Background: an optimization exercise with open tools, aiming at small area. Do not read the settings as production practice. Only simulation tests tie the RTL to the original design; equivalence was not proved. Power is estimated from default activity; no workload was simulated.

==> flow/design.v (outline; a module is shown in full before it is edited, if it fits) <==
// module ir_volume: 1547 lines
module ir_volume(clk, rst, ir_in, gtick, att_ack, att_sel_n, att_valid, att_byte, tens_we, ones_we, seg_tens, seg_ones);
  // ...
==> flow/flow/run.sh <==
#!/bin/bash
# The standard layout with two changes:
#  - synthesis maps the logic with ABC for area only (flow/area.abc) instead of
#    ORFS's delay-bounded mapping, buffering and sizing; everything else in the
#    synthesis script (registers, names, flattening) is the standard flow's own;
#  - every input and output port gets the smallest buffer (buf_1).
set -euo pipefail
here=$(pwd)
# synthesis script: the standard flow's, with the ABC call given flow/area.abc as its script
{
  head -n 1 synth_recipe.tcl
  cat <<EOT
proc abc {args} {
  set i [lsearch -exact \$args -script]
  if { \$i >= 0 } { set args [lreplace \$args \$i [expr {\$i + 1}] -script $here/flow/area.abc] }
  yosys abc {*}\$args
}
EOT
  tail -n +2 synth_recipe.tcl
} > area_synth.tcl
sed "s#SYNTH_SCRIPT=[^ ]*synth_recipe.tcl#SYNTH_SCRIPT=$here/area_synth.tcl#" standard.sh > area_standard.sh
grep -q "SYNTH_SCRIPT=$here/area_synth.tcl" area_standard.sh
export BUFFER_PORTS_ARGS="-buffer_cell sky130_fd_sc_hd__buf_1"
export CTS_ARGS="-sink_clustering_enable -repair_clock_nets -buf_list sky130_fd_sc_hd__clkbuf_4 -sink_clustering_size 20 -sink_clustering_max_diameter 60 -dont_use_dummy_load"
bash area_standard.sh > standard.log 2>&1
==> flow/flow/area.abc <==
strash
dch -f
amap
topo
==> flow/standard.sh <==
#!/bin/bash
# synth_recipe.tcl (not shown) runs the flow's synth.tcl, then flattens the netlist and writes it again
# the make line also repeats each setting of config.mk as NAME=value (left out here)
make -C /OpenROAD-flow-scripts/flow DESIGN_CONFIG=/design/flow/config.mk WORK_HOME=/design/flow/orfs CLKGATE_MAP_FILE= SYNTH_SCRIPT=/design/flow/synth_recipe.tcl "${@:-finish}"
==> flow/config.mk <==
export PLATFORM = sky130hd
export DESIGN_NAME = ir_volume
export DESIGN_NICKNAME = ir_volume
export VERILOG_FILES = /design/flow/design.v
export SDC_FILE = /design/flow/constraint.sdc
export NUM_CORES = 4
export LEC_CHECK = 0
export ABC_AREA = 1
export CAP_MARGIN = 20
export CORE_MARGIN = 2
export CORE_UTILIZATION = 40
export SLEW_MARGIN = 20
==> flow/constraint.sdc <==
create_clock -name core_clock -period 10.0 [get_ports {clk}]
set_input_delay 2.0000 -clock core_clock [delete_from_list [all_inputs] [get_ports {clk}]]
set_output_delay 2.0000 -clock core_clock [all_outputs]
set_load 0.01 [all_outputs]
==> impl_metrics.py, run 1 <==
metrics = {
    "timing": {
        "setup_ws_ns": 4.73,
        "tightestPinTransition_ns": 0.910,
        "skew_ns": 0.0406,
        "final-max-slew-violation-count": 0,
    },
    "min_path": {
        "hold_class": "register to register",
        "hold_path_depth": 2,
    },
    "synth": {
        "synth_compound_area_share_pct": 26.3,
        "synth_flop_cell": "dfxtp_1",
        "synth.avg_cell_area_um2": 7.30,
        "synth_top_family_by_area": "compound AO/OA/AOI/OAI gates",
        "synth_seq_cells": 66,
    },
    "placed_design": {
        "placed_cells": 706,
        "place_congestion": 1.05,
    },
    "finish": {
        "clock_area_share_pct": 1.57,
        "final_common_cell": "nor2_1",
        "drive_above_1_share_pct": 1.55,
    },
    "drt": {
        "routed_wl_um": 11400,
        "first_pass_iters": 6,
        "drt-met1-wl_um": 5350,
        "drt_iter0_drc": 433,
    },
    "critical_path": {
        "crit_family": "simple AND/OR/NAND/NOR gates",
        "critical_path_class": "register to output pin",
        "worstReg2RegEnd": "ones[1]",
        "cp.depth": 14,
        "cp-start-kind": "register",
    },
    "cts": {
        "cts_tree": "done",
        "htree_levels": 3,
        "clockBufferDepth": 2,
        "numCtsBuffers": 9,
    },
    "status": {
        "status": "finished clean",
    },
    "power_and_ir_drop": {
        "powerComb_uw": 194,
        "sw_frac_of_total_pct": 37.3,
        "p_switching_uw": 244,
        "power_frac_comb_pct": 29.6,
    },
    "grt": {
        "use_met3_pct": 4.22,
        "antenna_found_initial": 0,
    },
}
==> run 2, diff against run 1 <==
==> flow/design.v (replaced) <==
module ir_volume(clk, rst, ir_in, gtick, att_ack, att_sel_n, att_valid, att_byte, tens_we, ones_we, seg_tens, seg_ones);
  input clk;
  wire clk;
  input rst;
  wire rst;
  input ir_in;
  wire ir_in;
  input gtick;
  wire gtick;
  input att_ack;
  wire att_ack;
  output att_sel_n;
  wire att_sel_n;
  output att_valid;
  wire att_valid;
  output [7:0] att_byte;
  wire [7:0] att_byte;
  output tens_we;
  wire tens_we;
  output ones_we;
  wire ones_we;
  output [7:0] seg_tens;
  wire [7:0] seg_tens;
  output [7:0] seg_ones;
  wire [7:0] seg_ones;
  wire [1:0] _0000_;
  wire _0001_;
  wire _0002_;
  wire _0003_;
  wire _0004_;
  wire _0005_;
  wire _0006_;
  wire _0007_;
  wire _0008_;
  wire _0009_;
  wire _0010_;
  wire _0011_;
  wire _0012_;
  wire _0013_;
  wire _0014_;
  wire _0015_;
  wire _0016_;
  wire _0017_;
  wire _0018_;
  wire _0019_;
  wire _0020_;
  wire _0021_;
  wire _0022_;
  wire _0023_;
  wire _0024_;
  wire _0025_;
  wire _0026_;
  wire _0027_;
  wire _0028_;
  wire _0029_;
  wire _0030_;
  wire _0031_;
  wire _0032_;
  wire _0033_;
  wire _0034_;
  wire _0035_;
  wire _0036_;
  wire _0037_;
  wire _0038_;
  wire _0039_;
  wire _0040_;
  wire _0041_;
  wire _0042_;
  wire _0043_;
  wire _0044_;
  wire _0045_;
  wire _0046_;
  wire _0047_;
  wire _0048_;
  wire _0049_;
  wire _0050_;
  wire _0051_;
  wire _0052_;
  wire _0053_;
  wire _0054_;
  wire _0055_;
  wire _0056_;
  wire _0057_;
  wire _0058_;
  wire _0059_;
  wire _0060_;
  wire _0061_;
  wire _0062_;
  wire _0063_;
  wire _0064_;
  wire _0065_;
  wire _0066_;
  wire _0067_;
  wire _0068_;
  wire _0069_;
  wire _0070_;
  wire _0071_;
  wire _0072_;
  wire _0073_;
  wire _0074_;
  wire _0075_;
  wire _0076_;
  wire _0077_;
  wire _0078_;
  wire _0079_;
  wire _0080_;
  wire _0081_;
  wire _0082_;
  wire _0083_;
  wire _0084_;
  wire _0085_;
  wire _0086_;
  wire _0087_;
  wire _0088_;
  wire _0089_;
  wire _0090_;
  wire _0091_;
  wire _0092_;
  wire _0093_;
  wire _0094_;
  wire _0095_;
  wire _0096_;
  wire _0097_;
  wire _0098_;
  wire _0099_;
  wire _0100_;
  wire _0101_;
  wire _0102_;
  wire _0103_;
  wire _0104_;
  wire _0105_;
  wire _0106_;
  wire _0107_;
  wire _0108_;
  wire _0109_;
  wire _0110_;
  wire _0111_;
  wire _0112_;
  wire _0113_;
  wire _0114_;
  wire _0115_;
  wire _0116_;
  wire _0117_;
  wire _0118_;
  wire _0119_;
  wire _0120_;
  wire _0121_;
  wire _0122_;
  wire _0123_;
  wire _0124_;
  wire _0125_;
  wire _0126_;
  wire _0127_;
  wire _0128_;
  wire _0129_;
  wire _0130_;
  wire _0131_;
  wire _0132_;
  wire _0133_;
  wire _0134_;
  wire _0135_;
  wire _0136_;
  wire _0137_;
  wire _0138_;
  wire _0139_;
  wire _0140_;
  wire _0141_;
  wire _0142_;
  wire _0143_;
  wire _0144_;
  wire _0145_;
  wire _0146_;
  wire _0147_;
  wire _0148_;
  wire _0149_;
  wire _0150_;
  wire _0151_;
  wire _0152_;
  wire _0153_;
  wire _0154_;
  wire _0155_;
  wire _0156_;
  wire _0157_;
  wire _0158_;
  wire _0159_;
  wire _0160_;
  wire _0161_;
  wire _0162_;
  wire _0163_;
  wire _0164_;
  wire _0165_;
  wire _0166_;
  wire _0167_;
  wire _0168_;
  wire _0169_;
  wire _0170_;
  wire _0171_;
  wire _0172_;
  wire _0173_;
  wire _0174_;
  wire _0175_;
  wire _0176_;
  wire _0177_;
  wire _0178_;
  wire _0179_;
  wire _0180_;
  wire _0181_;
  wire _0182_;
  wire _0183_;
  wire _0184_;
  wire _0185_;
  wire _0186_;
  wire _0187_;
  wire _0188_;
  wire _0189_;
  wire _0190_;
  wire _0191_;
  wire _0192_;
  wire _0193_;
  wire _0194_;
  wire _0195_;
  wire _0196_;
  wire _0197_;
  wire _0198_;
  wire _0199_;
  wire _0200_;
  wire _0201_;
  wire _0202_;
  wire _0203_;
  wire _0204_;
  wire _0205_;
  wire _0206_;
  wire _0207_;
  wire _0208_;
  wire _0209_;
  wire _0210_;
  wire _0211_;
  wire _0212_;
  wire _0213_;
  wire _0214_;
  wire _0215_;
  wire _0216_;
  wire _0217_;
  wire _0218_;
  wire _0219_;
  wire _0220_;
  wire _0221_;
  wire _0222_;
  wire _0223_;
  wire _0224_;
  wire _0225_;
  wire _0226_;
  wire _0227_;
  wire _0228_;
  wire _0229_;
  wire _0230_;
  wire _0231_;
  wire _0232_;
  wire _0233_;
  wire _0234_;
  wire _0235_;
  wire _0236_;
  wire _0237_;
  wire _0238_;
  wire _0239_;
  wire _0240_;
  wire _0241_;
  wire _0242_;
  wire _0243_;
  wire _0244_;
  wire _0245_;
  wire _0246_;
  wire _0247_;
  wire _0248_;
  wire _0249_;
  wire _0250_;
  wire _0251_;
  wire _0252_;
  wire _0253_;
  wire _0254_;
  wire _0255_;
  wire _0256_;
  wire _0257_;
  wire _0258_;
  wire _0259_;
  wire _0260_;
  wire _0261_;
  wire _0262_;
  wire _0263_;
  wire _0264_;
  wire _0265_;
  wire _0266_;
  wire _0267_;
  wire _0268_;
  wire _0269_;
  wire _0270_;
  wire _0271_;
  wire _0272_;
  wire _0273_;
  wire _0274_;
  wire _0275_;
  wire _0276_;
  wire _0277_;
  wire _0278_;
  wire _0279_;
  wire _0280_;
  wire _0281_;
  wire _0282_;
  wire _0283_;
  wire _0284_;
  wire _0285_;
  wire _0286_;
  wire _0287_;
  wire _0288_;
  wire _0289_;
  wire _0290_;
  wire _0291_;
  wire _0292_;
  wire _0293_;
  wire _0294_;
  wire _0295_;
  wire _0296_;
  wire _0297_;
  wire _0298_;
  wire _0299_;
  wire _0300_;
  wire _0301_;
  wire _0302_;
  wire _0303_;
  wire _0304_;
  wire _0305_;
  wire _0306_;
  wire _0307_;
  wire _0308_;
  wire _0309_;
  wire _0310_;
  wire _0311_;
  wire _0312_;
  wire _0313_;
  wire _0314_;
  wire _0315_;
  wire _0316_;
  wire _0317_;
  wire _0318_;
  wire _0319_;
  wire _0320_;
  wire _0321_;
  wire _0322_;
  wire _0323_;
  wire _0324_;
  wire _0325_;
  wire _0326_;
  wire _0327_;
  wire _0328_;
  wire _0329_;
  wire _0330_;
  wire _0331_;
  wire _0332_;
  wire _0333_;
  wire _0334_;
  wire _0335_;
  wire _0336_;
  wire _0337_;
  wire _0338_;
  wire _0339_;
  wire _0340_;
  wire _0341_;
  wire _0342_;
  wire _0343_;
  wire _0344_;
  wire _0345_;
  wire _0346_;
  wire _0347_;
  wire _0348_;
  wire _0349_;
  wire _0350_;
  wire _0351_;
  wire _0352_;
  wire _0353_;
  wire _0354_;
  wire _0355_;
  wire _0356_;
  wire _0357_;
  wire _0358_;
  wire _0359_;
  wire _0360_;
  wire _0361_;
  wire _0362_;
  wire _0363_;
  wire _0364_;
  wire _0365_;
  wire _0366_;
  wire _0367_;
  wire _0368_;
  wire _0369_;
  wire _0370_;
  wire _0371_;
  wire _0372_;
  wire _0373_;
  wire _0374_;
  wire _0375_;
  wire _0376_;
  wire _0377_;
  wire _0378_;
  wire _0379_;
  wire _0380_;
  wire _0381_;
  wire _0382_;
  wire _0383_;
  wire _0384_;
  wire _0385_;
  wire _0386_;
  wire _0387_;
  wire _0388_;
  wire _0389_;
  wire _0390_;
  wire _0391_;
  wire _0392_;
  wire _0393_;
  wire _0394_;
  wire _0395_;
  wire _0396_;
  wire _0397_;
  wire _0398_;
  wire _0399_;
  wire _0400_;
  wire _0401_;
  wire _0402_;
  wire _0403_;
  wire _0404_;
  wire _0405_;
  wire _0406_;
  wire _0407_;
  wire _0408_;
  wire _0409_;
  wire _0410_;
  wire _0411_;
  wire _0412_;
  wire _0413_;
  wire _0414_;
  wire _0415_;
  wire _0416_;
  wire _0417_;
  wire _0418_;
  wire _0419_;
  wire _0420_;
  wire _0421_;
  wire _0422_;
  wire _0423_;
  wire _0424_;
  wire _0425_;
  wire _0426_;
  wire _0427_;
  wire _0428_;
  wire _0429_;
  wire _0430_;
  wire _0431_;
  wire _0432_;
  wire _0433_;
  wire _0434_;
  wire _0435_;
  wire _0436_;
  wire _0437_;
  wire _0438_;
  wire _0439_;
  wire _0440_;
  wire _0441_;
  wire _0442_;
  wire _0443_;
  wire _0444_;
  wire _0445_;
  wire _0446_;
  wire _0447_;
  wire _0448_;
  wire _0449_;
  wire _0450_;
  wire _0451_;
  wire _0452_;
  wire _0453_;
  wire _0454_;
  wire _0455_;
  wire _0456_;
  wire _0457_;
  wire _0458_;
  wire _0459_;
  wire _0460_;
  wire _0461_;
  wire _0462_;
  wire _0463_;
  wire _0464_;
  wire _0465_;
  wire _0466_;
  wire _0467_;
  wire _0468_;
  wire _0469_;
  wire _0470_;
  wire _0471_;
  wire _0472_;
  wire _0473_;
  wire _0474_;
  wire _0475_;
  wire _0476_;
  wire _0477_;
  wire _0478_;
  wire _0479_;
  wire _0480_;
  wire _0481_;
  wire _0482_;
  wire _0483_;
  wire _0484_;
  wire _0485_;
  wire _0486_;
  wire _0487_;
  wire _0488_;
  wire _0489_;
  wire _0490_;
  wire _0491_;
  wire _0492_;
  wire _0493_;
  wire _0494_;
  wire _0495_;
  wire _0496_;
  wire _0497_;
  wire _0498_;
  wire _0499_;
  wire _0500_;
  wire _0501_;
  wire _0502_;
  wire _0503_;
  wire _0504_;
  wire _0505_;
  wire _0506_;
  wire _0507_;
  wire _0508_;
  wire _0509_;
  wire _0510_;
  wire _0511_;
  wire _0512_;
  wire _0513_;
  wire _0514_;
  wire _0515_;
  wire _0516_;
  wire _0517_;
  wire _0518_;
  wire _0519_;
  wire _0520_;
  wire _0521_;
  wire _0522_;
  wire _0523_;
  wire _0524_;
  wire _0525_;
  wire _0526_;
  wire _0527_;
  wire _0528_;
  wire _0529_;
  wire _0530_;
  wire _0531_;
  wire _0532_;
  wire _0533_;
  wire _0534_;
  wire _0535_;
  wire _0536_;
  wire _0537_;
  wire _0538_;
  wire _0539_;
  wire _0540_;
  wire _0541_;
  wire _0542_;
  wire _0543_;
  wire _0544_;
  wire _0545_;
  wire _0546_;
  wire _0547_;
  wire _0548_;
  wire _0549_;
  wire _0550_;
  wire _0551_;
  wire _0552_;
  wire _0553_;
  wire _0554_;
  wire _0555_;
  wire _0556_;
  wire _0557_;
  wire _0558_;
  wire _0559_;
  wire _0560_;
  wire _0561_;
  wire _0562_;
  wire _0563_;
  wire _0564_;
  wire _0565_;
  wire _0566_;
  wire _0567_;
  wire _0568_;
  wire _0569_;
  wire _0570_;
  wire _0571_;
  wire _0572_;
  wire _0573_;
  wire _0574_;
  wire _0575_;
  wire _0576_;
  wire _0577_;
  wire _0578_;
  wire _0579_;
  wire _0580_;
  wire _0581_;
  wire _0582_;
  wire _0583_;
  wire _0584_;
  wire _0585_;
  wire _0586_;
  wire _0587_;
  wire _0588_;
  wire _0589_;
  wire _0590_;
  wire _0591_;
  wire _0592_;
  wire _0593_;
  wire _0594_;
  wire _0595_;
  wire _0596_;
  wire _0597_;
  wire _0598_;
  wire _0599_;
  wire _0600_;
  wire _0601_;
  wire _0602_;
  wire _0603_;
  wire _0604_;
  wire _0605_;
  wire _0606_;
  wire _0607_;
  wire _0608_;
  wire _0609_;
  wire _0610_;
  wire _0611_;
  wire _0612_;
  wire _0613_;
  wire _0614_;
  wire _0615_;
  wire _0616_;
  wire _0617_;
  wire _0618_;
  wire _0619_;
  wire _0620_;
  wire _0621_;
  wire _0622_;
  wire _0623_;
  wire _0624_;
  wire _0625_;
  wire _0626_;
  wire _0627_;
  wire _0628_;
  wire _0629_;
  wire _0630_;
  wire _0631_;
  wire _0632_;
  wire _0633_;
  wire _0634_;
  wire _0635_;
  wire _0636_;
  wire _0637_;
  wire _0638_;
  wire _0639_;
  wire _0640_;
  wire _0641_;
  wire _0642_;
  wire _0643_;
  wire _0644_;
  wire _0645_;
  wire _0646_;
  wire _0647_;
  wire _0648_;
  wire _0649_;
  wire _0650_;
  wire _0651_;
  wire _0652_;
  wire _0653_;
  wire _0654_;
  wire _0655_;
  wire _0656_;
  wire _0657_;
  wire _0658_;
  wire _0659_;
  wire _0660_;
  wire _0661_;
  wire _0662_;
  wire _0663_;
  wire _0664_;
  wire _0665_;
  wire _0666_;
  wire _0667_;
  wire _0668_;
  wire _0669_;
  wire _0670_;
  wire _0671_;
  wire _0672_;
  wire _0673_;
  wire _0674_;
  wire _0675_;
  wire _0676_;
  wire _0677_;
  wire _0678_;
  wire _0679_;
  wire _0680_;
  wire _0681_;
  wire _0682_;
  wire _0683_;
  wire _0684_;
  reg [1:0] cmd;
  reg [3:0] dones;
  reg [3:0] dtens;
  reg [7:0] gap;
  reg [3:0] gst;
  reg [4:0] nbits;
  reg [3:0] ones;
  reg [8:0] pcnt;
  reg [7:0] sav;
  reg [3:0] st;
  reg [3:0] tens;
  reg [6:0] thr;
  assign _0062_ = ~(st[0] | st[2]);
  assign _0063_ = ~(st[1] & st[3]);
  assign tens_we = _0062_ & ~(_0063_);
  assign _0064_ = ~st[0];
  assign _0065_ = ~st[3];
  assign _0066_ = ~(st[1] | st[2]);
  assign att_valid = _0066_ & ~(_0065_);
  assign _0067_ = att_valid & ~(_0064_);
  assign _0068_ = ~tens[3];
  assign _0069_ = tens[1] & tens[0];
  assign _0070_ = ~(tens[1] | tens[0]);
  assign _0071_ = _0070_ | _0069_;
  assign _0072_ = tens[2] & ~(_0071_);
  assign _0073_ = _0068_ & ~(_0072_);
  assign _0074_ = ones[2] & ones[1];
  assign _0075_ = ~_0074_;
  assign _0076_ = ~tens[2];
  assign _0077_ = _0069_ & ~(_0076_);
  assign _0078_ = ones[2] & ~(_0077_);
  assign _0079_ = tens[0] & ~(tens[2]);
  assign _0080_ = _0078_ & ~(_0079_);
  assign _0081_ = _0075_ & ~(_0080_);
  assign _0082_ = _0081_ | _0073_;
  assign _0083_ = tens[3] & ones[0];
  assign _0084_ = _0082_ & ~(_0083_);
  assign _0085_ = _0084_ | ones[1];
  assign _0086_ = ~tens[0];
  assign _0087_ = ~(ones[2] | ones[3]);
  assign _0088_ = ~(_0087_ & _0086_);
  assign _0089_ = ~tens[1];
  assign _0090_ = ~ones[3];
  assign _0091_ = ones[1] | ones[0];
  assign _0092_ = _0090_ & ~(_0091_);
  assign _0093_ = _0092_ & ~(_0089_);
  assign _0094_ = ones[0] & ~(tens[1]);
  assign _0095_ = ones[2] & ~(ones[1]);
  assign _0096_ = _0095_ & ~(_0076_);
  assign _0097_ = _0096_ & ~(_0094_);
  assign _0098_ = _0097_ | _0093_;
  assign _0099_ = _0098_ & ~(_0088_);
  assign _0100_ = ones[0] ^ tens[2];
  assign _0101_ = tens[1] & ~(_0100_);
  assign _0102_ = _0086_ ? _0076_ : _0101_;
  assign _0103_ = ones[3] & ~(_0102_);
  assign _0104_ = _0103_ | _0099_;
  assign _0105_ = tens[3] | tens[1];
  assign _0106_ = _0105_ | ~(_0079_);
  assign _0107_ = ~(_0106_ & _0078_);
  assign _0108_ = _0094_ & ~(ones[2]);
  assign _0109_ = _0108_ & ~(_0072_);
  assign _0110_ = ~ones[1];
  assign _0111_ = ones[1] & ones[0];
  assign _0112_ = tens[3] & ~(ones[2]);
  assign _0113_ = ~(_0112_ | _0111_);
  assign _0114_ = _0113_ | _0110_;
  assign _0115_ = _0114_ | _0109_;
  assign _0116_ = _0107_ & ~(_0115_);
  assign _0117_ = ~_0111_;
  assign _0118_ = ones[2] ? ones[1] : _0117_;
  assign _0119_ = tens[2] & ~(tens[1]);
  assign _0120_ = ~(_0119_ & _0086_);
  assign _0121_ = _0118_ & ~(_0120_);
  assign _0122_ = _0095_ & ~(_0089_);
  assign _0123_ = _0122_ & ~(ones[0]);
  assign _0124_ = tens[3] & ones[3];
  assign _0125_ = tens[1] & ~(tens[2]);
  assign _0126_ = _0125_ & _0087_;
  assign _0127_ = _0126_ | _0124_;
  assign _0128_ = _0127_ | _0123_;
  assign _0129_ = _0128_ | _0121_;
  assign _0130_ = _0129_ | _0116_;
  assign _0131_ = _0130_ | _0104_;
  assign _0132_ = _0085_ & ~(_0131_);
  assign att_byte[3] = _0067_ & ~(_0132_);
  assign _0133_ = ones[2] | ones[1];
  assign _0134_ = ~(_0079_ & _0089_);
  assign _0135_ = ~(_0134_ | _0133_);
  assign _0136_ = ~(_0135_ | _0112_);
  assign _0137_ = _0136_ | _0124_;
  assign _0138_ = tens[1] & ones[3];
  assign _0139_ = ~(_0138_ | _0126_);
  assign _0140_ = _0086_ & ~(_0139_);
  assign _0141_ = ones[1] & ~(ones[2]);
  assign _0142_ = tens[0] ? _0076_ : _0119_;
  assign _0143_ = _0141_ & ~(_0142_);
  assign _0144_ = _0143_ | _0122_;
  assign _0145_ = _0144_ | _0140_;
  assign _0146_ = _0137_ & ~(_0145_);
  assign _0147_ = _0146_ | ones[0];
  assign _0148_ = ~ones[0];
  assign _0149_ = ~(_0074_ & _0148_);
  assign _0150_ = _0068_ & ~(_0149_);
  assign _0151_ = ones[2] & ~(_0150_);
  assign _0152_ = ~(ones[1] | ones[3]);
  assign _0153_ = _0119_ & _0152_;
  assign _0154_ = _0124_ | _0148_;
  assign _0155_ = _0154_ | _0153_;
  assign _0156_ = ~(_0155_ | _0140_);
  assign _0157_ = _0156_ | _0151_;
  assign _0158_ = _0125_ | ~(_0095_);
  assign _0159_ = _0105_ & ~(_0158_);
  assign _0160_ = _0074_ & ~(_0105_);
  assign _0161_ = _0160_ | tens[0];
  assign _0162_ = _0161_ | _0159_;
  assign _0163_ = _0162_ | _0143_;
  assign _0164_ = _0157_ & ~(_0163_);
  assign _0165_ = _0068_ & ~(_0119_);
  assign _0166_ = ~(tens[0] | ones[3]);
  assign _0167_ = ones[0] & ~(_0087_);
  assign _0168_ = _0167_ & ~(_0166_);
  assign _0169_ = _0168_ & ~(_0165_);
  assign _0170_ = _0076_ & ~(_0105_);
  assign _0171_ = _0148_ ? _0074_ : _0141_;
  assign _0172_ = _0171_ & _0170_;
  assign _0173_ = _0077_ & ~(_0087_);
  assign _0174_ = _0141_ & _0069_;
  assign _0175_ = _0174_ | _0064_;
  assign _0176_ = _0175_ | _0173_;
  assign _0177_ = _0176_ | _0172_;
  assign _0178_ = _0177_ | _0169_;
  assign _0179_ = _0178_ | _0164_;
  assign _0180_ = _0147_ & ~(_0179_);
  assign att_byte[0] = att_valid & ~(_0180_);
  assign _0181_ = _0086_ & ~(_0098_);
  assign _0182_ = _0125_ | ~(_0111_);
  assign _0183_ = _0182_ | _0160_;
  assign _0184_ = _0183_ & ~(_0113_);
  assign _0185_ = _0181_ & ~(_0184_);
  assign _0186_ = ones[3] & ~(ones[2]);
  assign _0187_ = _0186_ | tens[2];
  assign _0188_ = ~(_0187_ | _0126_);
  assign _0189_ = _0068_ & ~(_0188_);
  assign _0190_ = _0189_ | _0091_;
  assign _0191_ = _0095_ & _0094_;
  assign _0192_ = _0138_ & ~(ones[0]);
  assign _0193_ = _0192_ | _0086_;
  assign _0194_ = _0193_ | _0191_;
  assign _0195_ = _0173_ | _0150_;
  assign _0196_ = _0076_ & ~(_0083_);
  assign _0197_ = _0141_ & ~(_0196_);
  assign _0198_ = _0091_ & ~(_0111_);
  assign _0199_ = _0198_ & _0126_;
  assign _0200_ = _0199_ | _0197_;
  assign _0201_ = _0200_ | _0195_;
  assign _0202_ = _0201_ | _0194_;
  assign _0203_ = _0190_ & ~(_0202_);
  assign _0204_ = _0203_ | _0185_;
  assign _0205_ = _0070_ & ~(tens[2]);
  assign _0206_ = _0205_ | ones[0];
  assign _0207_ = tens[2] & ~(tens[0]);
  assign _0208_ = ~(_0207_ | _0079_);
  assign _0209_ = tens[1] & ~(_0208_);
  assign _0210_ = _0209_ | _0090_;
  assign _0211_ = _0206_ & ~(_0210_);
  assign _0212_ = _0087_ | tens[1];
  assign _0213_ = ~ones[2];
  assign _0214_ = _0213_ & ~(_0119_);
  assign _0215_ = _0214_ | ones[0];
  assign _0216_ = _0212_ & ~(_0215_);
  assign _0217_ = _0216_ | _0211_;
  assign _0218_ = _0204_ & ~(_0217_);
  assign att_byte[1] = _0067_ & ~(_0218_);
  assign _0219_ = _0075_ & ~(_0104_);
  assign _0220_ = _0219_ | _0076_;
  assign _0221_ = _0118_ & ~(_0068_);
  assign _0222_ = _0122_ & ~(_0100_);
  assign _0223_ = _0126_ | _0086_;
  assign _0224_ = _0223_ | _0222_;
  assign _0225_ = _0224_ | _0221_;
  assign _0226_ = _0087_ | _0089_;
  assign _0227_ = _0226_ | _0098_;
  assign _0228_ = ~(_0165_ | _0118_);
  assign _0229_ = _0228_ | tens[0];
  assign _0230_ = _0227_ & ~(_0229_);
  assign _0231_ = _0225_ & ~(_0230_);
  assign _0232_ = _0231_ | _0064_;
  assign _0233_ = _0220_ & ~(_0232_);
  assign att_byte[4] = att_valid & ~(_0233_);
  assign _0234_ = tens[2] & ~(ones[2]);
  assign _0235_ = _0234_ | ~(_0105_);
  assign _0236_ = ~(_0235_ & _0152_);
  assign _0237_ = _0125_ & ~(_0110_);
  assign _0238_ = _0236_ & ~(_0237_);
  assign _0239_ = _0238_ | _0086_;
  assign _0240_ = ~(_0239_ & _0156_);
  assign _0241_ = _0082_ & ~(_0240_);
  assign _0242_ = _0106_ | ~(_0171_);
  assign _0243_ = _0138_ | _0095_;
  assign _0244_ = _0086_ & ~(_0125_);
  assign _0245_ = _0243_ & ~(_0244_);
  assign _0246_ = _0173_ | ones[0];
  assign _0247_ = _0246_ | _0245_;
  assign _0248_ = _0242_ & ~(_0247_);
  assign _0249_ = _0141_ & ~(_0102_);
  assign _0250_ = ~(_0088_ | _0073_);
  assign _0251_ = _0250_ | _0249_;
  assign _0252_ = _0248_ & ~(_0251_);
  assign _0253_ = _0252_ | _0241_;
  assign _0254_ = ones[3] & ~(_0120_);
  assign _0255_ = ~_0170_;
  assign _0256_ = _0068_ & ~(_0125_);
  assign _0257_ = tens[0] ? _0255_ : _0256_;
  assign _0258_ = _0141_ & ~(_0257_);
  assign _0259_ = _0258_ | _0254_;
  assign _0260_ = _0253_ & ~(_0259_);
  assign att_byte[2] = _0067_ & ~(_0260_);
  assign _0261_ = ones[2] ? _0110_ : _0166_;
  assign _0262_ = _0261_ & ~(_0068_);
  assign _0263_ = tens[0] & ~(_0092_);
  assign _0264_ = _0263_ | _0262_;
  assign _0265_ = _0138_ & ~(_0148_);
  assign _0266_ = _0256_ & ~(_0265_);
  assign _0267_ = _0264_ & ~(_0266_);
  assign _0268_ = _0267_ | _0207_;
  assign _0269_ = ~_0067_;
  assign _0270_ = _0198_ | _0068_;
  assign _0271_ = _0270_ & _0087_;
  assign _0272_ = _0271_ & ~(_0181_);
  assign _0273_ = _0272_ | _0269_;
  assign att_byte[5] = _0268_ & ~(_0273_);
  assign _0274_ = ~dtens[0];
  assign _0275_ = dtens[3] | ~(dtens[1]);
  assign _0276_ = _0275_ | _0274_;
  assign _0277_ = ~(dtens[3] | dtens[2]);
  assign seg_tens[5] = _0276_ & ~(_0277_);
  assign _0278_ = dtens[1] & ~(dtens[2]);
  assign seg_tens[6] = _0278_ | seg_tens[5];
  assign _0279_ = _0068_ & ~(_0077_);
  assign att_byte[7] = _0067_ & ~(_0279_);
  assign _0280_ = ~dones[0];
  assign _0281_ = ~(dones[2] & dones[1]);
  assign _0282_ = _0281_ | _0280_;
  assign _0283_ = ~(dones[1] | dones[0]);
  assign _0284_ = ~(dones[2] | dones[3]);
  assign _0285_ = _0284_ & ~(_0283_);
  assign seg_ones[5] = _0282_ & ~(_0285_);
  assign _0286_ = ~(dtens[3] | dtens[1]);
  assign seg_tens[4] = _0274_ & ~(_0286_);
  assign _0287_ = dtens[2] & dtens[0];
  assign _0288_ = _0286_ & ~(_0287_);
  assign seg_tens[3] = seg_tens[6] & ~(_0288_);
  assign seg_tens[2] = ~(_0277_ & _0274_);
  assign _0289_ = _0275_ | ~(seg_tens[5]);
  assign _0290_ = dtens[0] ? dtens[2] : _0277_;
  assign _0291_ = _0290_ & _0286_;
  assign seg_tens[1] = _0289_ & ~(_0291_);
  assign seg_tens[0] = ~_0288_;
  assign _0292_ = ~dones[1];
  assign _0293_ = ~(dones[2] | dones[0]);
  assign _0294_ = _0292_ & ~(_0293_);
  assign _0295_ = dones[0] & ~(_0284_);
  assign _0296_ = _0294_ & ~(_0295_);
  assign _0297_ = dones[3] & ~(_0281_);
  assign seg_ones[0] = ~(_0297_ | _0296_);
  assign _0298_ = ~(_0293_ & dones[1]);
  assign seg_ones[2] = _0298_ & ~(_0297_);
  assign _0299_ = ~st[1];
  assign _0300_ = st[0] & ~(st[3]);
  assign _0301_ = st[2] & ~(_0300_);
  assign _0302_ = ir_in & ~(st[3]);
  assign _0303_ = ~(_0302_ & _0301_);
  assign _0304_ = _0299_ & ~(_0303_);
  assign _0305_ = ~_0304_;
  assign _0306_ = thr[1] | ~(pcnt[1]);
  assign _0307_ = pcnt[0] & ~(thr[0]);
  assign _0308_ = _0306_ & ~(_0307_);
  assign _0309_ = thr[2] & ~(pcnt[2]);
  assign _0310_ = thr[1] & ~(pcnt[1]);
  assign _0311_ = _0310_ | _0309_;
  assign _0312_ = _0311_ | _0308_;
  assign _0313_ = pcnt[3] & ~(thr[3]);
  assign _0314_ = pcnt[2] & ~(thr[2]);
  assign _0315_ = _0314_ | _0313_;
  assign _0316_ = _0312_ & ~(_0315_);
  assign _0317_ = thr[3] & ~(pcnt[3]);
  assign _0318_ = thr[4] & ~(pcnt[4]);
  assign _0319_ = _0318_ | _0317_;
  assign _0320_ = _0319_ | _0316_;
  assign _0321_ = pcnt[5] & ~(thr[5]);
  assign _0322_ = pcnt[4] & ~(thr[4]);
  assign _0323_ = _0322_ | _0321_;
  assign _0324_ = _0320_ & ~(_0323_);
  assign _0325_ = thr[6] & ~(pcnt[6]);
  assign _0326_ = thr[5] & ~(pcnt[5]);
  assign _0327_ = _0326_ | _0325_;
  assign _0328_ = _0327_ | _0324_;
  assign _0329_ = pcnt[6] & ~(thr[6]);
  assign _0330_ = pcnt[8] | pcnt[7];
  assign _0331_ = _0330_ | _0329_;
  assign _0332_ = _0328_ & ~(_0331_);
  assign _0333_ = ~nbits[0];
  assign _0334_ = ~nbits[3];
  assign _0335_ = ~(cmd[0] | nbits[2]);
  assign _0336_ = nbits[1] & ~(_0335_);
  assign _0337_ = _0336_ | _0334_;
  assign _0338_ = ~nbits[2];
  assign _0339_ = nbits[2] & ~(nbits[3]);
  assign _0340_ = nbits[4] ? _0339_ : _0338_;
  assign _0341_ = _0337_ & ~(_0340_);
  assign _0342_ = _0333_ & ~(_0341_);
  assign _0343_ = nbits[4] & ~(nbits[2]);
  assign _0344_ = _0343_ | _0334_;
  assign _0345_ = nbits[4] & ~(cmd[1]);
  assign _0346_ = nbits[2] & ~(_0345_);
  assign _0347_ = _0346_ | nbits[1];
  assign _0348_ = _0344_ & ~(_0347_);
  assign _0349_ = ~(_0348_ | _0342_);
  assign _0350_ = ~(nbits[4] | nbits[2]);
  assign _0351_ = _0350_ & ~(nbits[3]);
  assign _0352_ = _0351_ | ~(_0349_);
  assign _0353_ = _0352_ | _0332_;
  assign _0354_ = ~(nbits[1] | nbits[3]);
  assign _0355_ = ~(_0343_ & nbits[0]);
  assign _0356_ = _0354_ & ~(_0355_);
  assign _0357_ = _0356_ | _0349_;
  assign _0358_ = _0332_ & ~(_0357_);
  assign _0359_ = ~(cmd[1] | cmd[0]);
  assign _0360_ = _0359_ | _0358_;
  assign _0361_ = _0353_ & ~(_0360_);
  assign _0362_ = _0361_ | _0305_;
  assign _0363_ = _0356_ & _0304_;
  assign _0364_ = ~cmd[0];
  assign _0365_ = st[2] | ~(st[1]);
  assign _0366_ = _0300_ & ~(_0365_);
  assign _0367_ = _0364_ & ~(_0366_);
  assign _0368_ = _0363_ ? _0332_ : _0367_;
  assign _0000_[0] = _0362_ & ~(_0368_);
  assign seg_ones[4] = _0280_ & ~(_0294_);
  assign seg_ones[3] = _0282_ & ~(_0296_);
  assign _0369_ = _0304_ & nbits[1];
  assign _0370_ = ~(_0351_ & nbits[0]);
  assign _0371_ = _0369_ & ~(_0370_);
  assign _0372_ = ~cmd[1];
  assign _0373_ = _0372_ & ~(_0366_);
  assign _0374_ = _0371_ ? _0332_ : _0373_;
  assign _0000_[1] = _0362_ & ~(_0374_);
  assign _0375_ = ~dones[3];
  assign _0376_ = _0284_ & ~(dones[1]);
  assign seg_ones[6] = _0282_ & ~(_0376_);
  assign _0377_ = _0375_ & ~(seg_ones[6]);
  assign _0378_ = ~dones[2];
  assign _0379_ = _0283_ | _0378_;
  assign seg_ones[1] = _0379_ | _0377_;
  assign _0380_ = _0063_ & ~(_0301_);
  assign _0381_ = st[1] ^ st[2];
  assign _0382_ = _0066_ & ~(st[3]);
  assign _0383_ = _0382_ | _0381_;
  assign _0384_ = _0380_ & ~(_0383_);
  assign att_sel_n = ~_0384_;
  assign _0385_ = _0074_ | ~(_0166_);
  assign _0386_ = _0385_ | _0072_;
  assign _0387_ = _0073_ | _0269_;
  assign att_byte[6] = _0386_ & ~(_0387_);
  assign _0388_ = ~st[2];
  assign _0389_ = _0384_ | tens_we;
  assign _0390_ = _0389_ | _0065_;
  assign ones_we = _0388_ & ~(_0390_);
  assign _0391_ = ~(ir_in | st[3]);
  assign _0392_ = _0066_ | st[0];
  assign _0393_ = _0391_ & ~(_0392_);
  assign _0394_ = ~(_0300_ & ir_in);
  assign _0395_ = _0381_ & ~(_0394_);
  assign _0396_ = ~(_0395_ | _0393_);
  assign _0397_ = ~_0396_;
  assign _0398_ = ~pcnt[6];
  assign _0399_ = ~pcnt[5];
  assign _0400_ = pcnt[1] & pcnt[0];
  assign _0401_ = _0400_ & pcnt[2];
  assign _0402_ = _0401_ & pcnt[3];
  assign _0403_ = _0402_ & pcnt[4];
  assign _0404_ = _0403_ & ~(_0399_);
  assign _0405_ = _0404_ & ~(_0398_);
  assign _0406_ = ~(_0405_ & pcnt[7]);
  assign _0407_ = _0406_ ^ pcnt[8];
  assign _0001_ = _0397_ & ~(_0407_);
  assign _0408_ = gap[5] & gap[4];
  assign _0409_ = gap[2] | gap[1];
  assign _0410_ = _0409_ | gap[3];
  assign _0411_ = ~(_0410_ & _0408_);
  assign _0412_ = ~(gap[7] | gap[6]);
  assign _0413_ = ~(_0412_ & _0411_);
  assign _0414_ = _0359_ | _0299_;
  assign _0415_ = _0414_ | _0303_;
  assign _0416_ = _0413_ & ~(_0415_);
  assign _0417_ = cmd[1] & cmd[0];
  assign _0418_ = ~(gst[3] & gst[2]);
  assign _0419_ = ~(gst[3] | gst[2]);
  assign _0420_ = ~(gst[1] & gst[0]);
  assign _0421_ = _0419_ & ~(_0420_);
  assign _0422_ = _0418_ & ~(_0421_);
  assign _0423_ = _0417_ & ~(_0422_);
  assign _0424_ = gst[0] & ~(gst[1]);
  assign _0425_ = _0424_ | gst[2];
  assign _0426_ = cmd[1] | gst[3];
  assign _0427_ = _0425_ & ~(_0426_);
  assign _0428_ = gst[1] & ~(gst[0]);
  assign _0429_ = _0428_ | gst[3];
  assign _0430_ = cmd[0] | gst[2];
  assign _0431_ = _0429_ & ~(_0430_);
  assign _0432_ = _0431_ | _0427_;
  assign _0433_ = _0432_ | _0423_;
  assign _0434_ = gap[7] & gap[3];
  assign _0435_ = ~gap[6];
  assign _0436_ = _0408_ & ~(_0435_);
  assign _0437_ = _0436_ & _0434_;
  assign _0438_ = gap[0] | ~(gap[1]);
  assign _0439_ = _0438_ | gap[2];
  assign _0440_ = _0437_ & ~(_0439_);
  assign _0441_ = _0417_ | ~(_0419_);
  assign _0442_ = _0441_ & ~(_0440_);
  assign _0443_ = ~(_0442_ & _0433_);
  assign _0444_ = ~(_0443_ & _0416_);
  assign _0445_ = _0444_ & ~(rst);
  assign _0446_ = _0391_ | ~(_0062_);
  assign _0447_ = ~(pcnt[5] & pcnt[7]);
  assign _0448_ = pcnt[8] & ~(_0447_);
  assign _0449_ = ~(pcnt[2] | pcnt[3]);
  assign _0450_ = pcnt[6] & pcnt[4];
  assign _0451_ = _0450_ & _0400_;
  assign _0452_ = ~(_0451_ & _0449_);
  assign _0453_ = _0448_ & ~(_0452_);
  assign _0454_ = ~(_0453_ | _0396_);
  assign _0455_ = _0446_ & ~(_0454_);
  assign _0456_ = st[1] & ~(_0455_);
  assign _0457_ = ~ir_in;
  assign _0458_ = ~(_0300_ & _0457_);
  assign _0459_ = _0381_ & ~(_0458_);
  assign _0460_ = _0354_ & ~(nbits[0]);
  assign _0461_ = _0350_ & ~(_0388_);
  assign _0462_ = ~(_0461_ & _0460_);
  assign _0463_ = _0459_ & ~(_0462_);
  assign _0464_ = att_ack & st[3];
  assign _0465_ = st[0] & ~(_0464_);
  assign _0466_ = ~(_0382_ & _0457_);
  assign _0467_ = _0466_ & ~(_0067_);
  assign _0468_ = ~(_0467_ | _0465_);
  assign _0469_ = _0468_ | _0463_;
  assign _0470_ = _0469_ | _0456_;
  assign _0002_ = _0470_ | ~(_0445_);
  assign _0471_ = _0465_ & ~(_0467_);
  assign _0472_ = _0457_ & ~(_0380_);
  assign _0473_ = _0299_ & ~(_0464_);
  assign _0474_ = _0062_ & ~(_0473_);
  assign _0475_ = _0474_ | _0472_;
  assign _0476_ = _0475_ | _0471_;
  assign _0477_ = _0305_ & ~(_0454_);
  assign _0478_ = _0476_ ? _0454_ : _0477_;
  assign _0003_ = ~(_0478_ & _0445_);
  assign _0479_ = ~rst;
  assign _0480_ = _0417_ & ~(_0444_);
  assign _0481_ = ~(_0480_ & _0479_);
  assign _0482_ = tens[0] & ~(_0481_);
  assign _0483_ = _0480_ | rst;
  assign _0484_ = sav[4] & ~(_0483_);
  assign _0004_ = _0484_ | _0482_;
  assign _0485_ = ones[3] & ~(_0481_);
  assign _0486_ = sav[3] & ~(_0483_);
  assign _0005_ = _0486_ | _0485_;
  assign _0487_ = ones[2] & ~(_0481_);
  assign _0488_ = sav[2] & ~(_0483_);
  assign _0006_ = _0488_ | _0487_;
  assign _0489_ = ones[1] & ~(_0481_);
  assign _0490_ = sav[1] & ~(_0483_);
  assign _0007_ = _0490_ | _0489_;
  assign _0491_ = ones[0] & ~(_0481_);
  assign _0492_ = sav[0] & ~(_0483_);
  assign _0008_ = _0492_ | _0491_;
  assign _0493_ = _0372_ & ~(_0186_);
  assign _0494_ = _0364_ & ~(_0087_);
  assign _0495_ = ~(_0494_ | _0493_);
  assign _0496_ = _0088_ | tens[3];
  assign _0497_ = _0496_ | _0190_;
  assign _0498_ = _0364_ & ~(_0497_);
  assign _0499_ = _0498_ | _0444_;
  assign _0500_ = ~(_0135_ & _0372_);
  assign _0501_ = _0169_ & ~(_0500_);
  assign _0502_ = _0501_ | _0499_;
  assign _0503_ = ~(cmd[1] ^ ones[0]);
  assign _0504_ = _0503_ | _0133_;
  assign _0505_ = ones[2] & ~(cmd[1]);
  assign _0506_ = _0505_ & _0111_;
  assign _0507_ = _0506_ | _0417_;
  assign _0508_ = _0504_ & ~(_0507_);
  assign _0509_ = _0508_ | _0502_;
  assign _0510_ = _0495_ & ~(_0509_);
  assign _0511_ = sav[2] & ~(_0497_);
  assign _0512_ = _0510_ & ~(_0511_);
  assign _0513_ = ~(_0503_ | _0499_);
  assign _0514_ = _0513_ & ~(_0198_);
  assign _0515_ = _0514_ ^ _0213_;
  assign _0516_ = _0515_ | _0512_;
  assign _0009_ = _0479_ & ~(_0516_);
  assign _0517_ = _0495_ | ones[1];
  assign _0518_ = sav[1] & ~(_0497_);
  assign _0519_ = _0517_ & ~(_0518_);
  assign _0520_ = _0480_ | _0110_;
  assign _0521_ = _0513_ ? _0519_ : _0520_;
  assign _0010_ = _0479_ & ~(_0521_);
  assign _0522_ = _0148_ & ~(_0483_);
  assign _0523_ = sav[0] & ~(_0497_);
  assign _0524_ = ~(_0523_ | _0522_);
  assign _0525_ = _0502_ | ~(_0524_);
  assign _0526_ = _0502_ & ~(_0524_);
  assign _0527_ = _0526_ | rst;
  assign _0011_ = _0525_ & ~(_0527_);
  assign _0528_ = _0366_ | _0304_;
  assign _0529_ = nbits[3] & ~(_0528_);
  assign _0530_ = _0304_ & ~(_0338_);
  assign _0012_ = _0530_ | _0529_;
  assign _0531_ = nbits[2] & ~(_0528_);
  assign _0013_ = _0531_ | _0369_;
  assign _0532_ = ~gst[1];
  assign _0533_ = _0444_ | _0419_;
  assign _0534_ = gst[0] & ~(_0533_);
  assign _0535_ = _0534_ & ~(_0532_);
  assign _0536_ = gst[3] | ~(_0535_);
  assign _0537_ = _0532_ & ~(_0534_);
  assign _0538_ = _0416_ & ~(_0433_);
  assign _0539_ = gap[3] & gap[2];
  assign _0540_ = gap[5] | gap[4];
  assign _0541_ = _0540_ | gap[7];
  assign _0542_ = _0541_ | _0539_;
  assign _0543_ = _0419_ & ~(_0412_);
  assign _0544_ = ~(_0543_ & _0382_);
  assign _0545_ = _0542_ & ~(_0544_);
  assign _0546_ = _0545_ | rst;
  assign _0547_ = _0546_ | _0538_;
  assign _0548_ = _0547_ | _0537_;
  assign _0014_ = _0536_ & ~(_0548_);
  assign _0549_ = _0304_ & ~(_0333_);
  assign _0550_ = nbits[1] & ~(_0528_);
  assign _0015_ = _0550_ | _0549_;
  assign _0551_ = _0338_ & ~(_0354_);
  assign _0552_ = nbits[4] & ~(_0551_);
  assign _0553_ = _0350_ & ~(_0460_);
  assign _0554_ = _0553_ | _0552_;
  assign _0555_ = _0304_ & ~(_0554_);
  assign _0556_ = _0343_ | ~(_0304_);
  assign _0557_ = _0366_ | _0333_;
  assign _0558_ = _0556_ & ~(_0557_);
  assign _0016_ = _0558_ | _0555_;
  assign _0559_ = ~(_0405_ ^ pcnt[7]);
  assign _0017_ = _0397_ & ~(_0559_);
  assign _0560_ = _0547_ | _0535_;
  assign _0561_ = gst[3] & ~(_0560_);
  assign _0562_ = _0546_ | ~(_0538_);
  assign _0563_ = cmd[1] & ~(_0562_);
  assign _0018_ = _0563_ | _0561_;
  assign _0564_ = ~thr[5];
  assign _0565_ = ~(_0391_ & _0062_);
  assign _0566_ = _0449_ | ~(_0400_);
  assign _0567_ = _0566_ | _0565_;
  assign _0568_ = thr[0] & ~(_0567_);
  assign _0569_ = _0568_ & thr[1];
  assign _0570_ = _0569_ & thr[2];
  assign _0571_ = _0570_ & thr[3];
  assign _0572_ = _0571_ & thr[4];
  assign _0573_ = _0572_ & ~(_0564_);
  assign _0574_ = ~_0382_;
  assign _0575_ = _0564_ & ~(_0572_);
  assign _0576_ = _0574_ & ~(_0575_);
  assign _0019_ = _0576_ & ~(_0573_);
  assign _0577_ = ~gap[1];
  assign _0578_ = gtick & gap[0];
  assign _0579_ = _0578_ & ~(_0577_);
  assign _0580_ = ~(_0579_ & _0539_);
  assign _0581_ = _0580_ | ~(_0436_);
  assign _0582_ = _0581_ ^ gap[7];
  assign _0020_ = _0445_ & ~(_0582_);
  assign _0583_ = _0571_ | thr[4];
  assign _0584_ = _0572_ | _0382_;
  assign _0021_ = _0583_ & ~(_0584_);
  assign _0585_ = ~(_0077_ & cmd[0]);
  assign _0586_ = _0364_ & ~(_0205_);
  assign _0587_ = cmd[1] & ~(_0586_);
  assign _0588_ = _0585_ & ~(_0587_);
  assign _0589_ = _0510_ & ~(_0588_);
  assign _0590_ = _0589_ | tens[3];
  assign _0591_ = sav[7] & ~(_0497_);
  assign _0592_ = ~(cmd[1] | tens[3]);
  assign _0593_ = _0592_ | _0591_;
  assign _0594_ = _0589_ & ~(_0593_);
  assign _0595_ = _0594_ | rst;
  assign _0022_ = _0590_ & ~(_0595_);
  assign _0596_ = _0570_ | thr[3];
  assign _0597_ = _0571_ | _0382_;
  assign _0023_ = _0596_ & ~(_0597_);
  assign _0598_ = _0569_ | thr[2];
  assign _0599_ = _0570_ | _0382_;
  assign _0024_ = _0598_ & ~(_0599_);
  assign _0600_ = _0568_ | thr[1];
  assign _0601_ = _0569_ | _0382_;
  assign _0025_ = _0600_ & ~(_0601_);
  assign _0602_ = thr[0] | ~(_0567_);
  assign _0603_ = _0568_ | _0382_;
  assign _0026_ = _0602_ & ~(_0603_);
  assign _0604_ = _0404_ ^ _0398_;
  assign _0027_ = _0397_ & ~(_0604_);
  assign _0605_ = _0403_ ^ _0399_;
  assign _0028_ = _0397_ & ~(_0605_);
  assign _0606_ = _0402_ ^ pcnt[4];
  assign _0029_ = _0606_ & ~(_0396_);
  assign _0607_ = _0401_ ^ pcnt[3];
  assign _0030_ = _0607_ & ~(_0396_);
  assign _0608_ = ~(_0069_ & _0372_);
  assign _0609_ = cmd[0] ? cmd[1] : _0070_;
  assign _0610_ = _0608_ & ~(_0609_);
  assign _0611_ = _0510_ & ~(_0610_);
  assign _0612_ = _0611_ | tens[2];
  assign _0613_ = sav[6] & ~(_0497_);
  assign _0614_ = _0076_ & ~(_0417_);
  assign _0615_ = _0614_ | _0613_;
  assign _0616_ = _0611_ & ~(_0615_);
  assign _0617_ = _0616_ | rst;
  assign _0031_ = _0612_ & ~(_0617_);
  assign _0618_ = _0497_ | ~(sav[5]);
  assign _0619_ = cmd[0] & ~(cmd[1]);
  assign _0620_ = _0071_ ? _0364_ : _0619_;
  assign _0621_ = _0618_ & ~(_0620_);
  assign _0622_ = _0510_ ? _0621_ : _0089_;
  assign _0032_ = _0479_ & ~(_0622_);
  assign _0623_ = tens[3] & ~(_0481_);
  assign _0624_ = sav[7] & ~(_0483_);
  assign _0033_ = _0624_ | _0623_;
  assign _0625_ = _0086_ & ~(_0480_);
  assign _0626_ = sav[4] & ~(_0497_);
  assign _0627_ = ~(_0626_ | _0625_);
  assign _0628_ = ~(_0627_ & _0510_);
  assign _0629_ = ~(_0627_ | _0510_);
  assign _0630_ = _0629_ | rst;
  assign _0034_ = _0628_ & ~(_0630_);
  assign _0631_ = ~(_0573_ ^ thr[6]);
  assign _0035_ = _0574_ & ~(_0631_);
  assign _0632_ = ~(tens_we & _0479_);
  assign _0633_ = tens[3] & ~(_0632_);
  assign _0634_ = tens_we | rst;
  assign _0635_ = dtens[3] & ~(_0634_);
  assign _0036_ = _0635_ | _0633_;
  assign _0636_ = _0400_ ^ pcnt[2];
  assign _0037_ = _0636_ & ~(_0396_);
  assign _0637_ = pcnt[1] ^ pcnt[0];
  assign _0038_ = _0637_ & ~(_0396_);
  assign _0039_ = _0396_ | ~(pcnt[0]);
  assign _0638_ = _0390_ | rst;
  assign _0639_ = _0638_ | ones[2];
  assign _0640_ = ~(_0390_ & _0479_);
  assign _0641_ = _0378_ & ~(_0640_);
  assign _0040_ = _0639_ & ~(_0641_);
  assign _0642_ = _0638_ | ones[1];
  assign _0643_ = _0292_ & ~(_0640_);
  assign _0041_ = _0642_ & ~(_0643_);
  assign _0644_ = _0304_ & ~(_0334_);
  assign _0645_ = nbits[4] & ~(_0528_);
  assign _0042_ = _0645_ | _0644_;
  assign _0646_ = _0638_ | ones[0];
  assign _0647_ = _0280_ & ~(_0640_);
  assign _0043_ = _0646_ & ~(_0647_);
  assign _0648_ = tens[2] & ~(_0632_);
  assign _0649_ = dtens[2] & ~(_0634_);
  assign _0044_ = _0649_ | _0648_;
  assign _0650_ = _0408_ & ~(_0580_);
  assign _0651_ = _0650_ ^ _0435_;
  assign _0045_ = _0445_ & ~(_0651_);
  assign _0652_ = _0580_ | ~(gap[4]);
  assign _0653_ = _0652_ & ~(gap[5]);
  assign _0654_ = _0653_ | _0650_;
  assign _0046_ = _0445_ & ~(_0654_);
  assign _0655_ = _0580_ ^ gap[4];
  assign _0047_ = _0445_ & ~(_0655_);
  assign _0656_ = _0638_ | ones[3];
  assign _0657_ = _0375_ & ~(_0640_);
  assign _0048_ = _0656_ & ~(_0657_);
  assign _0658_ = ~(_0579_ & gap[2]);
  assign _0659_ = _0658_ ^ gap[3];
  assign _0049_ = _0445_ & ~(_0659_);
  assign _0050_ = _0389_ & ~(rst);
  assign _0660_ = ~(_0579_ ^ gap[2]);
  assign _0051_ = _0445_ & ~(_0660_);
  assign _0661_ = _0578_ ^ _0577_;
  assign _0052_ = _0445_ & ~(_0661_);
  assign _0662_ = _0440_ | ~(gtick);
  assign _0663_ = gap[0] ? gtick : _0662_;
  assign _0053_ = _0445_ & ~(_0663_);
  assign _0664_ = ~(gst[1] & gst[2]);
  assign _0665_ = ~(_0664_ & _0534_);
  assign _0666_ = _0533_ & ~(gst[0]);
  assign _0667_ = _0666_ | _0547_;
  assign _0054_ = _0665_ & ~(_0667_);
  assign _0668_ = tens[1] & ~(_0632_);
  assign _0669_ = dtens[1] & ~(_0634_);
  assign _0055_ = _0669_ | _0668_;
  assign _0670_ = tens[0] & ~(_0632_);
  assign _0671_ = dtens[0] & ~(_0634_);
  assign _0056_ = _0671_ | _0670_;
  assign _0672_ = gst[2] & ~(_0560_);
  assign _0673_ = cmd[0] & ~(_0562_);
  assign _0057_ = _0673_ | _0672_;
  assign _0674_ = sav[6] & ~(_0483_);
  assign _0675_ = tens[2] & ~(_0481_);
  assign _0058_ = _0675_ | _0674_;
  assign _0676_ = sav[5] & ~(_0483_);
  assign _0677_ = tens[1] & ~(_0481_);
  assign _0059_ = _0677_ | _0676_;
  assign _0678_ = _0497_ | ~(sav[3]);
  assign _0679_ = cmd[0] & ~(_0505_);
  assign _0680_ = _0090_ & ~(_0679_);
  assign _0681_ = _0678_ & ~(_0680_);
  assign _0682_ = _0509_ ? _0090_ : _0681_;
  assign _0060_ = _0479_ & ~(_0682_);
  assign _0683_ = st[2] & ~(_0477_);
  assign _0684_ = ~(_0683_ | _0459_);
  assign _0061_ = ~(_0684_ & _0445_);
  always @(posedge clk)
    nbits[0] <= _0016_;
  always @(posedge clk)
    nbits[1] <= _0015_;
  always @(posedge clk)
    nbits[2] <= _0013_;
  always @(posedge clk)
    nbits[3] <= _0012_;
  always @(posedge clk)
    nbits[4] <= _0042_;
  always @(posedge clk)
    thr[0] <= _0026_;
  always @(posedge clk)
    thr[1] <= _0025_;
  always @(posedge clk)
    thr[2] <= _0024_;
  always @(posedge clk)
    thr[3] <= _0023_;
  always @(posedge clk)
    thr[4] <= _0021_;
  always @(posedge clk)
    thr[5] <= _0019_;
  always @(posedge clk)
    thr[6] <= _0035_;
  always @(posedge clk)
    st[0] <= _0003_;
  always @(posedge clk)
    st[1] <= _0002_;
  always @(posedge clk)
    st[2] <= _0061_;
  always @(posedge clk)
    st[3] <= _0050_;
  always @(posedge clk)
    gst[2] <= _0057_;
  always @(posedge clk)
    gst[3] <= _0018_;
  always @(posedge clk)
    gst[0] <= _0054_;
  always @(posedge clk)
    gst[1] <= _0014_;
  always @(posedge clk)
    gap[0] <= _0053_;
  always @(posedge clk)
    gap[1] <= _0052_;
  always @(posedge clk)
    gap[2] <= _0051_;
  always @(posedge clk)
    gap[3] <= _0049_;
  always @(posedge clk)
    gap[4] <= _0047_;
  always @(posedge clk)
    gap[5] <= _0046_;
  always @(posedge clk)
    gap[6] <= _0045_;
  always @(posedge clk)
    gap[7] <= _0020_;
  always @(posedge clk)
    tens[0] <= _0034_;
  always @(posedge clk)
    tens[1] <= _0032_;
  always @(posedge clk)
    tens[2] <= _0031_;
  always @(posedge clk)
    tens[3] <= _0022_;
  always @(posedge clk)
    ones[0] <= _0011_;
  always @(posedge clk)
    ones[1] <= _0010_;
  always @(posedge clk)
    ones[2] <= _0009_;
  always @(posedge clk)
    ones[3] <= _0060_;
  always @(posedge clk)
    sav[0] <= _0008_;
  always @(posedge clk)
    sav[1] <= _0007_;
  always @(posedge clk)
    sav[2] <= _0006_;
  always @(posedge clk)
    sav[3] <= _0005_;
  always @(posedge clk)
    sav[4] <= _0004_;
  always @(posedge clk)
    sav[5] <= _0059_;
  always @(posedge clk)
    sav[6] <= _0058_;
  always @(posedge clk)
    sav[7] <= _0033_;
  always @(posedge clk)
    dtens[0] <= _0056_;
  always @(posedge clk)
    dtens[1] <= _0055_;
  always @(posedge clk)
    dtens[2] <= _0044_;
  always @(posedge clk)
    dtens[3] <= _0036_;
  always @(posedge clk)
    dones[0] <= _0043_;
  always @(posedge clk)
    dones[1] <= _0041_;
  always @(posedge clk)
    dones[2] <= _0040_;
  always @(posedge clk)
    dones[3] <= _0048_;
  always @(posedge clk)
    pcnt[0] <= _0039_;
  always @(posedge clk)
    pcnt[1] <= _0038_;
  always @(posedge clk)
    pcnt[2] <= _0037_;
  always @(posedge clk)
    pcnt[3] <= _0030_;
  always @(posedge clk)
    pcnt[4] <= _0029_;
  always @(posedge clk)
    pcnt[5] <= _0028_;
  always @(posedge clk)
    pcnt[6] <= _0027_;
  always @(posedge clk)
    pcnt[7] <= _0017_;
  always @(posedge clk)
    pcnt[8] <= _0001_;
  always @(posedge clk)
    cmd[0] <= _0000_[0];
  always @(posedge clk)
    cmd[1] <= _0000_[1];
  assign seg_ones[7] = 1'h0;
  assign seg_tens[7] = 1'h0;
endmodule
==> flow/flow/run.sh (replaced) <==
#!/bin/bash
# The standard layout with two changes:
#  - synthesis maps the logic with ABC for area only (flow/area.abc) instead of
#    ORFS's delay-bounded mapping, buffering and sizing; everything else in the
#    synthesis script (registers, names, flattening) is the standard flow's own;
#  - every input and output port gets the smallest buffer (buf_1);
#  - clock tree: clkbuf_4 buffers, sinks clustered by up to 14, no dummy loads.
set -euo pipefail
here=$(pwd)
# synthesis script: the standard flow's, with the ABC call given flow/area.abc as its script
{
  head -n 1 synth_recipe.tcl
  cat <<EOT
proc abc {args} {
  set i [lsearch -exact \$args -script]
  if { \$i >= 0 } { set args [lreplace \$args \$i [expr {\$i + 1}] -script $here/flow/area.abc] }
  yosys abc {*}\$args
}
EOT
  tail -n +2 synth_recipe.tcl
} > area_synth.tcl
sed "s#SYNTH_SCRIPT=[^ ]*synth_recipe.tcl#SYNTH_SCRIPT=$here/area_synth.tcl#" standard.sh > area_standard.sh
grep -q "SYNTH_SCRIPT=$here/area_synth.tcl" area_standard.sh
export BUFFER_PORTS_ARGS="-buffer_cell sky130_fd_sc_hd__buf_1"
export CTS_ARGS="-sink_clustering_enable -repair_clock_nets -buf_list sky130_fd_sc_hd__clkbuf_4 -sink_clustering_size 14 -sink_clustering_max_diameter 60 -dont_use_dummy_load"
bash area_standard.sh > standard.log 2>&1
==> run 2 against run 1 <==
  * Sequential share of layout area shrank 1.1 points
  * Combinational power grew 25%
  * Final cell count shrank 6.0%
  * Worst setup slack lost 0.0084 ns
  * Power grew 3.6%
  * Wire length shrank 8.9%
  * Count of clock-buffer cells in the layout is the same
  * Largest cell class unchanged
==> impl_metrics.py, run 2 <==
metrics = {
    "synth": {
        "synthArstFlopShare_pct": 0,
        "synth_cells": 523,
        "syn_area_um2": 3760,
        "synth_top_area_cell": "dfxtp_1",
        "ys_types": 45,
        "synth_edf_count": 0,
        "yosys_warnings": 1,
        "synth_area_leaders": "dfxtp_1, nor2_1, clkinv_1, ha_1, o22ai_1",
        "netlist.area_leader.share_pct": 33.5,
        "synth.avg_cell_area_um2": 7.20,
        "synth_flop_cell": "dfxtp_1",
        "synth.cells.most_frequent": "nor2_1, clkinv_1, dfxtp_1, o22ai_1, o21ai_0",
        "ys_seq_area_share_pct": 33.5,
        "synth_seq_cells": 63,
        "yosysMostFrequentCell": "nor2_1",
    },
    "placed_design": {
        "dp_slack_ns": 4.87,
        "port_buffers": 30,
        "place_congestion": 1.01,
        "hpwl_um": 7810,
    },
    "drt": {
        "avgViaCountPerCell": 5.86,
        "drc": 0,
        "first_pass_iters": 5,
        "ant_nets": 0,
        "routed-via-count": 3937,
        "drt_iter0_drc": 276,
        "wl_per_cell_um": 15.5,
        "routed_wl_um": 10400,
    },
    "timing": {
        "grt_setup_unrepaired": "no",
        "relSlewSlack_pct": 46.2,
        "tightestPinTransition_ns": 0.803,
        "final-max-slew-violation-count": 0,
        "setup_ws_ns": 4.72,
        "finalHoldViolations": 0,
        "clock.fmax_mhz": 189,
        "skew_ns": 0.0206,
        "setup_viol": 0,
        "final.period_utilization_pct": 52.8,
        "period_minus_slack_ns": 5.28,
        "fin_tns_setup_ns": 0,
    },
    "finish": {
        "diodes": 0,
        "final_common_cell": "nor2_1",
        "final_nets": 586,
        "largest_reg_flops": 9,
        "seq_area_um2": 1260,
        "largest_register": "pcnt",
        "fillers": 959,
        "multi_input_area_um2": 2180,
        "mostFrequentLayoutCells": "nor2_1, clkinv_1, dfxtp_1, o22ai_1, buf_1",
        "reg_top3": "pcnt (9), gap (8), sav (8)",
        "area_growth_pct": 8.18,
        "drive_above_1_share_pct": 1.60,
    },
    "power_and_ir_drop": {
        "p_leak_uw": 0.00137,
        "power_density_nw_per_um2": 166,
        "irDropWorstVdd_v": 0.0000823,
    },
    "critical_path": {
        "timing.critical_path.fanout_max": 12,
        "cp-start-kind": "register",
        "arrival_ns": 3.28,
        "critical_path_class": "register to output pin",
        "cp-end-kind": "output pin",
        "cp.required_ns": 8.00,
    },
    "cts": {
        "cts_resized": 0,
        "clk_pin_slew_worst_paths_ns": 0.10,
        "clk_latency_ns": 0.39,
        "clock-root-buffer": "clkbuf_4",
        "clockBufferDepth": 2,
        "cts_tree": "done",
        "numCtsBuffers": 9,
        "hold_buffers": 0,
        "htree_levels": 3,
        "cts_setup_buffers": 0,
        "cts.sinks": 63,
    },
    "grt": {
        "grt_pass1_wl_um": 17100,
        "antenna_found_initial": 0,
        "grt_overflow_total": 0,
        "track_usage_pct": 21.0,
        "grt_max_degree": 18,
        "grt_pass1_vias": 3631,
    },
    "die": {
        "dieArea_um2": 10200,
        "die_y_um": 101,
        "die_w_um": 101,
        "fp-row-count": 35,
        "io-pin-count": 33,
        "core_area_um2": 9200,
        "initial_core_util_pct": 40.9,
    },
    "flow_run": {
        "drv_cap": 0,
    },
    "status": {
        "status": "finished clean",
    },
    "min_path": {
        "hold_class": "register to register",
    },
}
-- run 2: layer usage --
layer	track usage (%)	wire [µm]
met4	9.56	323
met3	4.72	773
met2	33.8	4640
met5	0	0
met1	26.7	4650
-- run 2: area by class of cell --
class / instances / area share, %
clock buffer: 9 / 1.66
inverter: 84 / 7.74
multi-input combinational: 375 / 53.5
sequential: 63 / 31.0
tap: 111 / 3.41
timing repair buffer: 30 / 2.76
-- run 2: report_power, final --
| part | switching, µW | internal, µW |
|---|---|---|
| sequential | 36.1 | 277 |
| combinational | 158 | 85.8 |
| clock | 79.4 | 41.9 |
| total | 273 | 405 |
-- run 2: worst max-delay path, stage by stage, from the launching register on --
cell and delay (ns):
dfxtp_1 0.65, clkinv_1 0.51, nor2_1 0.32, clkinv_1 0.24
o32a_1 0.44, o22ai_1 0.24, o21ai_0 0.11, a31oi_1 0.21
buf_1 0.17
-- run 2: metrics by stage --
| stage | instance area [µm²] | util, % | hold WS (ns) | instances | total power, µW |
|---|---|---|---|---|---|
| 6_report | 4070 | 44.3 | 0.429 | 672 | 678 |
| 5_1_grt | 4070 | 44.3 | 0.442 | 672 | 733 |
| 4_1_cts | 4070 | 44.3 | 0.430 | 672 | 684 |
| 3_5_place_dp | 4010 | 43.6 | 0.405 | 663 | 561 |
| 3_3_place_gp | 4010 | 43.6 | 0.401 | 663 | 562 |
| 2_1_floorplan | 3770 | - | 0.388 | 524 | 489 |
-- run 2: worst paths after layout --
| check | startpoint | to | slack [ns] | depth (start not counted) |
|---|---|---|---|---|
| worst min register to register | pcnt[0] | pcnt[0] | 0.43 | 1 |
| worst min-delay path | pcnt[0] | pcnt[0] | 0.43 | 1 |
| worst max-delay path | ones[2] | att_byte[4] | 4.72 | 8 |
| worst max register to register | tens[1] | tens[2] | 5.99 | 17 |
-- run 2: cells by family after synthesis --
kind of cell               share of synthesized area (%)
and+or+nand+nor                                     24.1
AOI/OAI and AO/OA                                   27.6
other                                             0.0996
buffers and inverters                               8.77
DFF                                                 33.5
adders and majority gates                           5.98

==> port drivers added, routing unchanged <==
No port has a modelled driver above. Below, the same layouts with a new extraction and two added sets of constraints.
Step 1, drivers: a clkbuf_16 drives clk and a buf_2 each remaining input, both assumed.
Step 2 adds t to the input delays and takes it off the output delays; t is the mean of the earliest and latest rising clock arrival at the registers after step 1. Input paths then give back, and output paths get back, about the clock's delay inside the block.
a / b / c = ideal ports / drivers / drivers and shift; a / b = the first two.
| run | t (ns) | slack for setup (ns) | worst setup path after step 2 | slew at the worst register clock pin (ns) | worst slew at a driven data input, ns |
|---|---|---|---|---|---|
| run 1 | 0.425 | 4.731 / 4.700 / 4.644 | input to register | 0.11 / 0.11 | 0.03 |
| run 2 | 0.408 | 4.722 / 4.692 / 4.843 | input to register | 0.10 / 0.10 | 0.04 |
After both steps setup and hold are still met in every run listed. The setup slack of run 1, which loses most, moves by -0.031 ns with the drivers and by -0.087 ns with both steps.
